From an optimization exercise on the open Yosys and OpenROAD flow, aimed at small area, a short achievable clock period and few clock cycles; shortcuts taken in it are not production practice. The RTL was checked by simulation tests, not by an equivalence proof against the original design. Power and IR drop assume default switching activity.

<file path="run.sh">
#!/bin/bash
# synth_recipe.tcl (not shown) runs the flow's synth.tcl, then flattens the netlist and writes it again
# the make line also repeats each setting of config.mk as NAME=value (left out here)
make -C /OpenROAD-flow-scripts/flow DESIGN_CONFIG=/design/flow/config.mk WORK_HOME=/design/flow/orfs CLKGATE_MAP_FILE= SYNTH_SCRIPT=/design/flow/synth_recipe.tcl finish
</file>
<file path="config.mk">
export PLATFORM = sky130hd
export DESIGN_NAME = fcs_stats
export DESIGN_NICKNAME = fcs_stats
export VERILOG_FILES = /design/flow/design.v
export SDC_FILE = /design/flow/constraint.sdc
export NUM_CORES = 4
export LEC_CHECK = 0
export CAP_MARGIN = 20
export CORE_MARGIN = 2
export CORE_UTILIZATION = 40
export PLACE_DENSITY = 0.6
export SLEW_MARGIN = 20
</file>
<file path="constraint.sdc">
create_clock -name core_clock -period 9.0 [get_ports {clk}]
set_input_delay 1.8000 -clock core_clock [delete_from_list [all_inputs] [get_ports {clk}]]
set_output_delay 1.8000 -clock core_clock [all_outputs]
set_load 0.01 [all_outputs]
</file>
<file path="design.v">
module fcs_stats (
    input             clk,
    input             rst,
    input             req_valid,
    output            req_ready,
    input      [63:0] req_word,
    input             push_valid,
    input      [15:0] push_count,
    output reg        resp_valid,
    output     [31:0] resp_res,
    output     [55:0] resp_str,
    output     [2:0]  resp_len,
    output     [2:0]  resp_fault
);
    localparam CAP = 8, SHORT = 4, W_HIGH = 4, T_UP = 100, T_DOWN = 80;
    localparam OP_RB_COPY      = 5'h0B;
    localparam OP_RB_SELECT    = 5'h0C;
    localparam OP_RB_STATS     = 5'h0D;
    localparam OP_RB_EXCURSION = 5'h0E;
    localparam OP_RB_DRIFT     = 5'h0F;
    localparam OP_RB_SHRINK    = 5'h10;
    localparam OP_SNAP_READ    = 5'h11;
    localparam OP_ISQRT        = 5'h12;
    localparam OP_FMT          = 5'h13;
    localparam F_NONE       = 3'd0;
    localparam F_ILLEGAL_OP = 3'd1;
    localparam F_BAD_WINDOW = 3'd5;
    localparam F_STATS_UNAV = 3'd6;
    localparam F_FMT_RANGE  = 3'd7;
    localparam SQ_RA = 4;
    localparam SQ_K  = 3;
    localparam SQ_N  = (16 - SQ_RA) / SQ_K;    
    reg [15:0] rb [0:CAP-1];
    reg [2:0]  cursor;
    reg [3:0]  valid;
    wire [2:0] cursor_p = push_valid ? cursor + 3'd1 : cursor;
    wire [3:0] valid_p  = (push_valid && !valid[3]) ? valid + 4'd1 : valid;
    always @(posedge clk) begin
        if (push_valid)
            rb[cursor_p] <= push_count;
    end
    reg [2:0]  c_cursor;
    reg [3:0]  c_valid;
    reg        range_hi;
    reg        s_avail;
    reg [3:0]  s_window;
    reg [18:0] s_total;
    reg [17:0] s_newer;
    reg [17:0] s_short;
    reg [15:0] s_rlong;
    reg        busy;           
    reg        st1;            
    reg        fl1, fl2;       
    reg        s_exc, s_drift;
    reg        dv_run;         
    reg [2:0]  dv_cnt;
    reg        sq_run;
    reg [1:0]  sq_cnt;
    reg [2:0]  fault_r;
    reg [3:0]  small_r;
    reg        t_snap, t_exc, t_drift, t_sqrt, t_fmt;
    reg [3:0]  snap_sel;
    reg [2:0]  f_p, f_d;
    reg [31:0] x;              
    reg [16:0] sq_rem;
    reg [15:0] sq_root;
    assign req_ready = !busy;
    wire accept = req_valid && !busy;
    wire [4:0]  op  = req_word[63:59];
    wire [10:0] rsv = req_word[58:48];
    wire [7:0]  opc = req_word[47:40];
    wire [7:0]  opb = req_word[39:32];
    wire [31:0] opa = req_word[31:0];
    reg legal;
    always @(*) begin
        case (op)
            OP_RB_COPY, OP_RB_EXCURSION, OP_RB_DRIFT, OP_RB_SHRINK:
                legal = (rsv == 0) && (opc == 0) && (opb == 0) && (opa == 0);
            OP_RB_SELECT, OP_RB_STATS, OP_ISQRT:
                legal = (rsv == 0) && (opc == 0) && (opb == 0);
            OP_SNAP_READ:
                legal = (rsv == 0) && (opc == 0) && (opa == 0) && (opb <= 8'd12);
            OP_FMT:
                legal = (rsv == 0);
            default:
                legal = 1'b0;
        endcase
    end
    reg next_hi;
    always @(*) begin
        next_hi = range_hi;
        if (!range_hi && opa > T_UP)
            next_hi = 1'b1;
        else if (range_hi && opa < T_DOWN)
            next_hi = 1'b0;
    end
    wire [3:0] sel_base   = next_hi ? W_HIGH : CAP;
    wire [3:0] sel_window = (sel_base < c_valid) ? sel_base : c_valid;
    wire       opa_small = (opa[31:4] == 28'd0);
    wire       win_bad   = !opa_small || (opa[3:0] < SHORT) || (opa[3:0] > c_valid);
    reg fmt_vok;
    always @(*) begin
        case (opc[2:0])
            3'd1:    fmt_vok = opa < 32'd10;
            3'd2:    fmt_vok = opa < 32'd100;
            3'd3:    fmt_vok = opa < 32'd1000;
            3'd4:    fmt_vok = opa < 32'd10000;
            3'd5:    fmt_vok = opa < 32'd100000;
            default: fmt_vok = opa < 32'd1000000;
        endcase
    end
    wire fmt_ok = (opc >= 8'd1) && (opc <= 8'd6) && (opb <= 8'd6) &&
                  (opb < opc) && fmt_vok;
    function [32:0] sq_row;    
        input [16:0] rem;
        input [15:0] root;
        input [1:0]  bits;
        reg   [18:0] rs;
        reg   [17:0] tr;
        reg   [19:0] df;
        begin
            rs = {rem, bits};
            tr = {root, 2'b01};
            df = {1'b0, rs} - {2'b0, tr};
            if (!df[19])
                sq_row = {df[16:0], root[14:0], 1'b1};
            else
                sq_row = {rs[16:0], root[14:0], 1'b0};
        end
    endfunction
    reg [16:0] ra_rem;  reg [15:0] ra_root;
    reg [16:0] it_rem;  reg [15:0] it_root;
    integer r;
    always @(*) begin
        ra_rem = 17'd0; ra_root = 16'd0;
        for (r = 0; r < SQ_RA; r = r + 1)
            {ra_rem, ra_root} = sq_row(ra_rem, ra_root, opa[31 - 2*r -: 2]);
        it_rem = sq_rem; it_root = sq_root;
        for (r = 0; r < SQ_K; r = r + 1)
            {it_rem, it_root} = sq_row(it_rem, it_root, x[31 - 2*r -: 2]);
    end
    reg [17:0] sum_short, sum_newer, sum_far;
    wire [18:0] sum_total = {1'b0, sum_short} + {1'b0, sum_far};
    reg [2:0]  age;
    reg [15:0] nv, fv;
    wire [2:0] half = s_window[3:1];
    integer j;
    always @(*) begin
        sum_short = 18'd0; sum_newer = 18'd0; sum_far = 18'd0;
        for (j = 0; j < 4; j = j + 1) begin
            age = c_cursor - j[2:0];
            nv  = age[2] ? rb[j + 4] : rb[j];
            fv  = age[2] ? rb[j] : rb[j + 4];
            sum_short = sum_short + nv;
            if ({1'b0, age[1:0]} < half)
                sum_newer = sum_newer + nv;
            if ({2'b0, age[1:0]} + 4'd4 < s_window)
                sum_far = sum_far + fv;
        end
    end
    function [3:0] div_st;    
        input [2:0] rm;
        input       b;
        input [2:0] w;
        reg   [3:0] t;
        begin
            t = {rm, b};
            if (t >= {1'b0, w})
                div_st = {1'b1, t[2:0] - w};
            else
                div_st = {1'b0, t[2:0]};
        end
    endfunction
    reg [2:0] dv_rm;
    reg [3:0] dv_q;
    integer   d;
    always @(*) begin
        dv_rm = sq_rem[2:0];
        for (d = 0; d < 4; d = d + 1)
            {dv_q[3 - d], dv_rm} = div_st(dv_rm, x[31 - d], s_window[2:0]);
    end
    wire [18:0] s_older  = s_total - {1'b0, s_newer};
    wire [15:0] s_rshort = s_short[17:2];
    wire        s_tolv   = (s_total != 19'd0);
    reg  [6:0]  s_tol;
    always @(*) begin
        if      (s_total == 19'd0)  s_tol = 7'd0;
        else if (s_total < 19'd4)    s_tol = 7'd100;
        else if (s_total < 19'd9)    s_tol = 7'd50;
        else if (s_total < 19'd16)   s_tol = 7'd33;
        else if (s_total < 19'd25)   s_tol = 7'd25;
        else if (s_total < 19'd36)   s_tol = 7'd20;
        else if (s_total < 19'd49)   s_tol = 7'd16;
        else if (s_total < 19'd64)   s_tol = 7'd14;
        else if (s_total < 19'd81)   s_tol = 7'd12;
        else if (s_total < 19'd100)  s_tol = 7'd11;
        else if (s_total < 19'd121)  s_tol = 7'd10;
        else if (s_total < 19'd144)  s_tol = 7'd9;
        else if (s_total < 19'd169)  s_tol = 7'd8;
        else if (s_total < 19'd225)  s_tol = 7'd7;
        else if (s_total < 19'd289)  s_tol = 7'd6;
        else if (s_total < 19'd441)  s_tol = 7'd5;
        else if (s_total < 19'd676)  s_tol = 7'd4;
        else if (s_total < 19'd1156) s_tol = 7'd3;
        else if (s_total < 19'd2601) s_tol = 7'd2;
        else if (s_total < 19'd10201) s_tol = 7'd1;
        else                          s_tol = 7'd0;
    end
    wire [16:0] exc_d1 = {1'b0, s_rlong} - {1'b0, s_rshort};
    wire [15:0] exc_d2 = s_rshort - s_rlong;
    wire [15:0] exc_d  = exc_d1[16] ? exc_d2 : exc_d1[15:0];
    wire [21:0] exc_r  = {s_rlong[15:2], 4'd0} + {2'd0, s_rlong[15:2], 2'd0};
    wire [19:0] dr_d1  = {1'b0, s_newer, 1'b0} - {1'b0, s_total};
    wire [18:0] dr_d2  = s_total - {s_newer, 1'b0};
    wire [18:0] dr_d   = dr_d1[19] ? dr_d2 : dr_d1[18:0];
    wire [21:0] dr_r   = {s_total, 3'd0} - {3'd0, s_total};
    wire        t_big  = fl1 ? (exc_d[15:10] != 0) : (dr_d[18:11] != 0);
    wire [10:0] t_sq   = fl1 ? {1'b0, exc_d[9:0]} : dr_d[10:0];
    wire [21:0] t_rhs  = fl1 ? exc_r : dr_r;
    wire [21:0] t_sqr  = t_sq * t_sq;
    wire        t_fire = t_big || (t_sqr > t_rhs);
    reg [31:0] snap_val;
    always @(*) begin
        case (snap_sel)
            4'd0:    snap_val = {31'd0, s_avail};
            4'd1:    snap_val = {28'd0, s_window};
            4'd2:    snap_val = {13'd0, s_total};
            4'd3:    snap_val = {14'd0, s_newer};
            4'd4:    snap_val = {13'd0, s_older};
            4'd5:    snap_val = {14'd0, s_short};
            4'd6:    snap_val = {16'd0, s_rlong};
            4'd7:    snap_val = {16'd0, s_rshort};
            4'd8:    snap_val = {25'd0, s_tol};
            4'd9:    snap_val = {31'd0, s_tolv};
            4'd10:   snap_val = {31'd0, range_hi};
            4'd11:   snap_val = {29'd0, c_cursor};
            default: snap_val = {28'd0, c_valid};
        endcase
    end
    function [3:0] add3;
        input [3:0] d;
        case (d)
            4'd5:    add3 = 4'd8;
            4'd6:    add3 = 4'd9;
            4'd7:    add3 = 4'd10;
            4'd8:    add3 = 4'd11;
            4'd9:    add3 = 4'd12;
            default: add3 = d;
        endcase
    endfunction
    function [23:0] bin2bcd;
        input [19:0] v;
        reg   [23:0] b;
        integer i, k;
        begin
            b = 24'd0;
            for (i = 19; i >= 0; i = i - 1) begin
                for (k = 0; k < 6; k = k + 1)
                    b[4*k +: 4] = add3(b[4*k +: 4]);
                b = {b[22:0], v[i]};
            end
            bin2bcd = b;
        end
    endfunction
    wire [23:0] bcd = x[23:0];
    reg  [5:0]  blank;       
    reg  [55:0] fmt_str;
    wire [2:0]  fmt_len = (f_p != 3'd0) ? f_d + 3'd1 : f_d;
    reg         zabove;
    reg  [2:0]  jsel;
    reg         after, isdot, inr;
    reg  [3:0]  nib;
    reg         bl;
    integer     jj, k;
    always @(*) begin
        zabove = 1'b1;
        for (jj = 5; jj >= 0; jj = jj - 1) begin
            zabove    = zabove && (bcd[4*jj +: 4] == 4'd0);
            blank[jj] = zabove && (jj > f_p);
        end
        for (k = 0; k < 7; k = k + 1) begin
            after = (f_p != 3'd0) && ({1'b0, f_p} + k > {1'b0, f_d});
            isdot = (f_p != 3'd0) && ({1'b0, f_p} + k == {1'b0, f_d});
            inr   = (k < fmt_len);
            jsel  = f_d - 3'd1 - k[2:0] + {2'b0, after};
            nib   = bcd[4*jsel +: 4];
            bl    = blank[jsel];
            fmt_str[55 - 8*k -: 8] = !inr ? 8'h00 : isdot ? 8'h2E : bl ? 8'h20 : {4'h3, nib};
        end
    end
    assign resp_fault = fault_r;
    assign resp_res   = t_snap  ? snap_val :
                        t_exc   ? {31'd0, s_exc} :
                        t_drift ? {31'd0, s_drift} :
                        t_sqrt  ? {16'd0, sq_root} :
                        {28'd0, small_r};
    assign resp_str   = t_fmt ? fmt_str : 56'd0;
    assign resp_len   = t_fmt ? fmt_len : 3'd0;
    always @(posedge clk) begin
        if (rst) begin
            resp_valid <= 1'b0;
            busy       <= 1'b0;
            st1        <= 1'b0;
            dv_run     <= 1'b0;
            fl1        <= 1'b0;
            fl2        <= 1'b0;
            sq_run     <= 1'b0;
            cursor     <= 3'd7;
            valid      <= 4'd0;
            c_cursor   <= 3'd7;
            c_valid    <= 4'd0;
            range_hi   <= 1'b0;
            s_avail    <= 1'b0;
            s_window   <= 4'd0;
            s_total    <= 19'd0;
            s_newer    <= 18'd0;
            s_short    <= 18'd0;
            s_rlong    <= 16'd0;
        end else begin
            resp_valid <= 1'b0;
            cursor <= cursor_p;
            valid  <= valid_p;
            st1 <= 1'b0;
            fl1 <= 1'b0;
            fl2 <= fl1;
            if (fl1)
                s_exc <= t_fire;
            if (fl2) begin
                s_drift    <= t_fire;
                busy       <= 1'b0;
                resp_valid <= 1'b1;
            end
            if (st1) begin
                s_short <= sum_short;
                s_newer <= sum_newer;
                s_total <= sum_total;
                if (s_window[3]) begin
                    s_rlong <= sum_total[18:3];
                    fl1     <= 1'b1;
                end else if (s_window[2:0] == 3'd4) begin
                    s_rlong <= sum_total[17:2];
                    fl1     <= 1'b1;
                end else begin
                    x      <= {1'b0, sum_total, 12'd0};
                    sq_rem <= 17'd0;
                    dv_cnt <= 3'd0;
                    dv_run <= 1'b1;
                end
            end
            if (dv_run) begin
                s_rlong <= {s_rlong[11:0], dv_q};
                sq_rem  <= {14'd0, dv_rm};
                x       <= {x[27:0], 4'd0};
                dv_cnt  <= dv_cnt + 3'd1;
                if (dv_cnt == 3'd4) begin
                    dv_run <= 1'b0;
                    fl1    <= 1'b1;
                end
            end
            if (sq_run) begin
                sq_rem  <= it_rem;
                sq_root <= it_root;
                x       <= {x[31 - 2*SQ_K:0], {(2*SQ_K){1'b0}}};
                sq_cnt  <= sq_cnt + 2'd1;
                if (sq_cnt == SQ_N - 1) begin
                    sq_run     <= 1'b0;
                    busy       <= 1'b0;
                    resp_valid <= 1'b1;
                end
            end
            if (accept) begin
                fault_r <= F_NONE;
                small_r <= 4'd0;
                t_snap  <= 1'b0;
                t_exc   <= 1'b0;
                t_drift <= 1'b0;
                t_sqrt  <= 1'b0;
                t_fmt   <= 1'b0;
                resp_valid <= 1'b1;
                if (!legal) begin
                    fault_r <= F_ILLEGAL_OP;
                end else begin
                    case (op)
                    OP_RB_COPY: begin
                        c_cursor <= cursor_p;
                        c_valid  <= valid_p;
                    end
                    OP_RB_SELECT: begin
                        range_hi <= next_hi;
                        small_r  <= sel_window;
                    end
                    OP_RB_STATS: begin
                        if (c_valid < SHORT) begin
                            s_avail  <= 1'b0;
                            s_window <= 4'd0;
                            s_total  <= 19'd0;
                            s_newer  <= 18'd0;
                            s_short  <= 18'd0;
                            s_rlong  <= 16'd0;
                        end else if (win_bad) begin
                            fault_r <= F_BAD_WINDOW;
                        end else begin
                            s_avail    <= 1'b1;
                            s_window   <= opa[3:0];
                            small_r    <= 4'd1;
                            st1        <= 1'b1;
                            busy       <= 1'b1;
                            resp_valid <= 1'b0;
                        end
                    end
                    OP_RB_EXCURSION: begin
                        if (!s_avail) fault_r <= F_STATS_UNAV;
                        else          t_exc   <= 1'b1;
                    end
                    OP_RB_DRIFT: begin
                        if (!s_avail) fault_r <= F_STATS_UNAV;
                        else          t_drift <= 1'b1;
                    end
                    OP_RB_SHRINK: begin
                        valid <= (valid_p > SHORT) ? SHORT : valid_p;
                    end
                    OP_SNAP_READ: begin
                        t_snap   <= 1'b1;
                        snap_sel <= opb[3:0];
                    end
                    OP_ISQRT: begin
                        t_sqrt     <= 1'b1;
                        sq_rem     <= ra_rem;
                        sq_root    <= ra_root;
                        x          <= {opa[31 - 2*SQ_RA:0], {(2*SQ_RA){1'b0}}};
                        sq_cnt     <= 2'd0;
                        sq_run     <= 1'b1;
                        busy       <= 1'b1;
                        resp_valid <= 1'b0;
                    end
                    default: begin   
                        if (!fmt_ok) begin
                            fault_r <= F_FMT_RANGE;
                        end else begin
                            t_fmt <= 1'b1;
                            x     <= {8'd0, bin2bcd(opa[19:0])};
                            f_p   <= opb[2:0];
                            f_d   <= opc[2:0];
                        end
                    end
                    endcase
                end
            end
        end
    end
endmodule
</file>
==> metrics.md <==
| Metric | Value |
|---|---|
| Status | failed layout checks |
| Layout check failures | negative setup slack |
| Setup CP Type | reg -> reg |
| Fillers | 11,200 |
| Min-delay src | s_rlong[11] |
| Clock Skew | 0.0378 ns |
| Hold path depth | 2 |
| Clk slew on worst S/H paths | 0.06 ns |
| HPWL reported at the end of detailed placement | 131,000 µm |
| Clock tree sinks | 320 |
| CP max FO | 9 |
| CP endpoint kind | flop |
| Tcrit/Tclk final | 1.05 |
| Final WS setup | -0.428 ns |
| Clock Path Buffers | 3 |
| Int Pwr | 6.05 mW |
| Static leakage | 24.0 nW |
| Post-route minimum period | 9.43 ns |
| Pre-antenna DRT Iters | 6 |
| Synth Register Bits | 320 |
| CP peak stage delay | 0.56 ns |
| Synth top area share | 0.145 |
| R2R setup slack | -0.43 ns |
| Final-report hold violation count | 0 |
| Global Route Usage Sum | 0.266 |
| Core ar. | 114,000 µm² |
| Worst hold endpoint | s_rlong[15] |
| Post-route cell area | 56,000 µm² |
| Grt ovf | 0 |
| Slew headroom | 0.163 |
| CTS Root Cell | clkbuf_16 |
| Critical path required time | 9.37 ns |
| Max Cap Viol | 0 |
| Clock latency on the worst-skew pair | 0.61 ns |
| Power share of the clock group | 0.173 |
| Gate count after technology mapping | 5,875 |
| R2R depth | 44 |
| Initial Util | 0.402 |
| Slowest cell on crit path | fa_1 |
| Worst EP arrival | 9.80 ns |
| # DRC | 0 |
| Hold Path Class | reg -> reg |
| CTS tree | done |
| Synth area leaders | edfxtp_1 (15%), ha_1 (12%), a21oi_1 (6.0%) |
| # port buffers | 152 |
| Placed Area | 53,600 µm² |
| Std-Cell Rows | 124 |
| Worst reg2reg startpoint | s_total[1] |
| Die Height | 343 µm |
| Sequential Power Share | 0.159 |
| Largest net degree at the start of global routing | 79 |
| Cell Area, Synth | 45,900 µm² |
| Hold WS | 0.501 ns |
| I/O pin cnt | 180 |
| Total routed wirelength | 162,000 µm |
| CP dominant cell by count | a21o_1 |
| Seq/Total Area, Yosys | 0.188 |
| Syn. warnings | 1 |
| Switching power | 4.61 mW |
| Worst Setup SP | s_total[1] |
| Distinct cells, synth | 126 |
| Reg-to-Reg End | s_exc |
| Vias in the first global route | 43,700 |
| Total Power | 10.7 mW |
| RSZ-0062 raised after global routing | yes |
| Routed WL per cell | 20.1 µm |
| Area of the die | 118,000 µm² |
| Peak supply drop | 319 µV |
| # hold bufs at CTS | 0 |
| Clock buffer count from CTS | 43 |
| Antenna violations before repair | 10 |
| Startpoint Class | flop |
| Switching share of power | 0.432 |
| Asr flop ratio synth | 0 |
| Layout area overhead | 21.8% |
| Comb power frac | 0.668 |
| Drt via density | 5.73 |
| Nets | 7,145 |
| Finish-stage setup viols | 2 |
| Die Wd | 343 µm |
| GPL Wtd Cong | 0.970 |
| Max-slew violations | 0 |
| Post-synth top area cell | edfxtp_1 |
| Peak Freq | 106 MHz |
| Antenna Nets Post-Route | 0 |
| Initial drt markers | 4,221 |
| Slew @ Worst Pin | 1.24 ns |
| Post-synth EDFFs | 222 |
| Ys flop type | edfxtp_1 |
| PD cells | 190 nW/µm² |
| H-tree Lvls | 2 |
| Vias | 46,100 |
| Layout cell share with drive strength beyond 1 | 0.183 |
| Avg Inst Size Synth | 7.82 µm² |
| Global-route wire length before repair | 249,000 µm |
state kept, by name, indices dropped and copies added (netlist names), 2 cells and up:
signal,count
rb,128
fault_r,3
sq_root,16
small_r,4
c_valid,4
s_rlong,16
x,32
f_d,3
snap_sel,4
valid,4
s_newer,18
dv_cnt,3
sq_cnt,2
sq_rem,17
s_window,4
s_total,19
cursor,3
f_p,3
c_cursor,3
s_short,18
layer usage:
metal,vias to the layer above,share of wire,track usage
met5,-,0.00050,0
met4,14,0.025,0.0625
met3,230,0.068,0.0313
met2,1521,0.45,0.431
met1,21900,0.45,0.376
li1,22400,-,-
cell usage after synthesis (43+ instances only):
cell type	count
a211oi_1	76
a21o_1	107
a21oi_1	555
a31oi_1	46
and2_1	49
clkbuf_1	250
dfxtp_1	98
edfxtp_1	222
fa_1	113
ha_1	457
inv_1	423
mux2_2	103
mux2i_1	152
nand2_1	667
nand2b_1	64
nand3_1	109
nand4_1	45
nor2_1	474
nor2b_1	66
nor3_1	118
o211ai_1	43
o21ai_0	370
o21bai_1	148
xnor2_1	233
xor2_1	61
stage by stage:
stage,setup TNS [ns],std cells,util,worst slack (ns)
after detailed placement,-7.79,7929,0.470,-0.858
after global routing,-1.82,8038,0.490,-0.877
after global placement,-6.63,7929,0.470,-0.695
after CTS,-0.827,8022,0.485,-0.414
final,-0.856,8038,0.490,-0.428
after floorplan,-0.970,5901,-,-0.485
power by group through the flow:
stage / sequential [mW] / clock (mW) / combinational, mW
after CTS: 1.69 / 1.87 / 6.94
after global placement: 1.72 / 0 / 6.85
final: 1.69 / 1.84 / 7.12
after detailed placement: 1.72 / 0 / 6.90
after global routing: 1.70 / 1.92 / 7.76
after floorplan: 1.70 / 0 / 4.21
cells by family (layout without fill, tap and decap cells):
group,after synthesis,after routing,share of synthesized area
AOI/OAI and AO/OA,1810,1810,0.257
xor gates and xnor gates,295,295,0.0564
adders and majority gates,571,571,0.174
buffers and inverters,782,1405,0.0685
DFF,320,320,0.188
muxes,285,285,0.0729
other,1,29,0.0000816
and+or+nand+nor,1811,1811,0.184
critical path, delay by kind of cell, from the launching register on:
kind / cells / cell delay (ns)
simple gates: 2 / 0.40
buf+inv: 7 / 0.79
mux: 1 / 0.23
flops: 1 / 0.33
compound gates: 24 / 3.81
fa+ha+maj: 8 / 3.34
xor+xnor: 2 / 0.26
area by class of cell:
class                   instances  area, µm²  area share
diodes                          2       5.00   0.0000894
flip-flops and latches        320       8650       0.155
clock buffers                  51       1120      0.0199
well taps                    1512       1890      0.0338
inverters                     430       1620      0.0290
repair buffers                897       7200       0.129
clock inverters                27        365     0.00653
multi-input cells            4799      35100       0.627
placed cells by master, fill, tap and decap left out, types with 112 or more instances in the layout:
cell / count
o21ai_0: 348
mux2i_1: 147
nand2_1: 663
edfxtp_1: 222
inv_1: 413
clkdlybuf4s50_1: 150
buf_4: 736
o21bai_1: 145
nor3_1: 112
xnor2_1: 224
a21oi_1: 533
nor2_1: 462
ha_1: 446
timing repair:
| action | 4_1_cts | 5_1_grt |
|---|---|---|
| buffers inserted | 15 | 14 |
| endpoints found under the setup margin | 20 | 39 |
| pin swaps | 61 | 55 |
| gates resized for setup | 35 | 114 |
worst max path at each step:
stage	slack [ns]	to
2_1_floorplan	-0.48	s_drift
3_3_place_gp	-0.70	s_drift
3_5_place_dp	-0.86	s_exc
4_1_cts	-0.41	s_exc
5_1_grt	-0.88	s_exc
6_report	-0.43	s_exc
Testbench counts, summed over its fixed seeds: cycles 26,671.

[afterwards: timing with drivers on the ports]
How much do the figures lean on ideal ports? The routed layout below was timed once more, with nothing changed but the port constraints. Step 1, drivers: a clkbuf_16 drives clk and a buf_2 each remaining input, both assumed. Step 2 also shifts input and output timing later by t, the mid clock arrival at the registers, as if the neighbouring blocks saw the same clock. Slacks: no drivers / after step 1 / after step 2; pairs: no drivers / after step 1.
t, ns: 0.661
setup slack, ns: -0.428 / -0.428 / -0.428
clock arrival spread, ns: 0.038 / 0.037
worst data-port slew with drivers (ns): 0.12
The setup slack of this run moves by 0.000 ns with the drivers and by 0.000 ns with both steps.
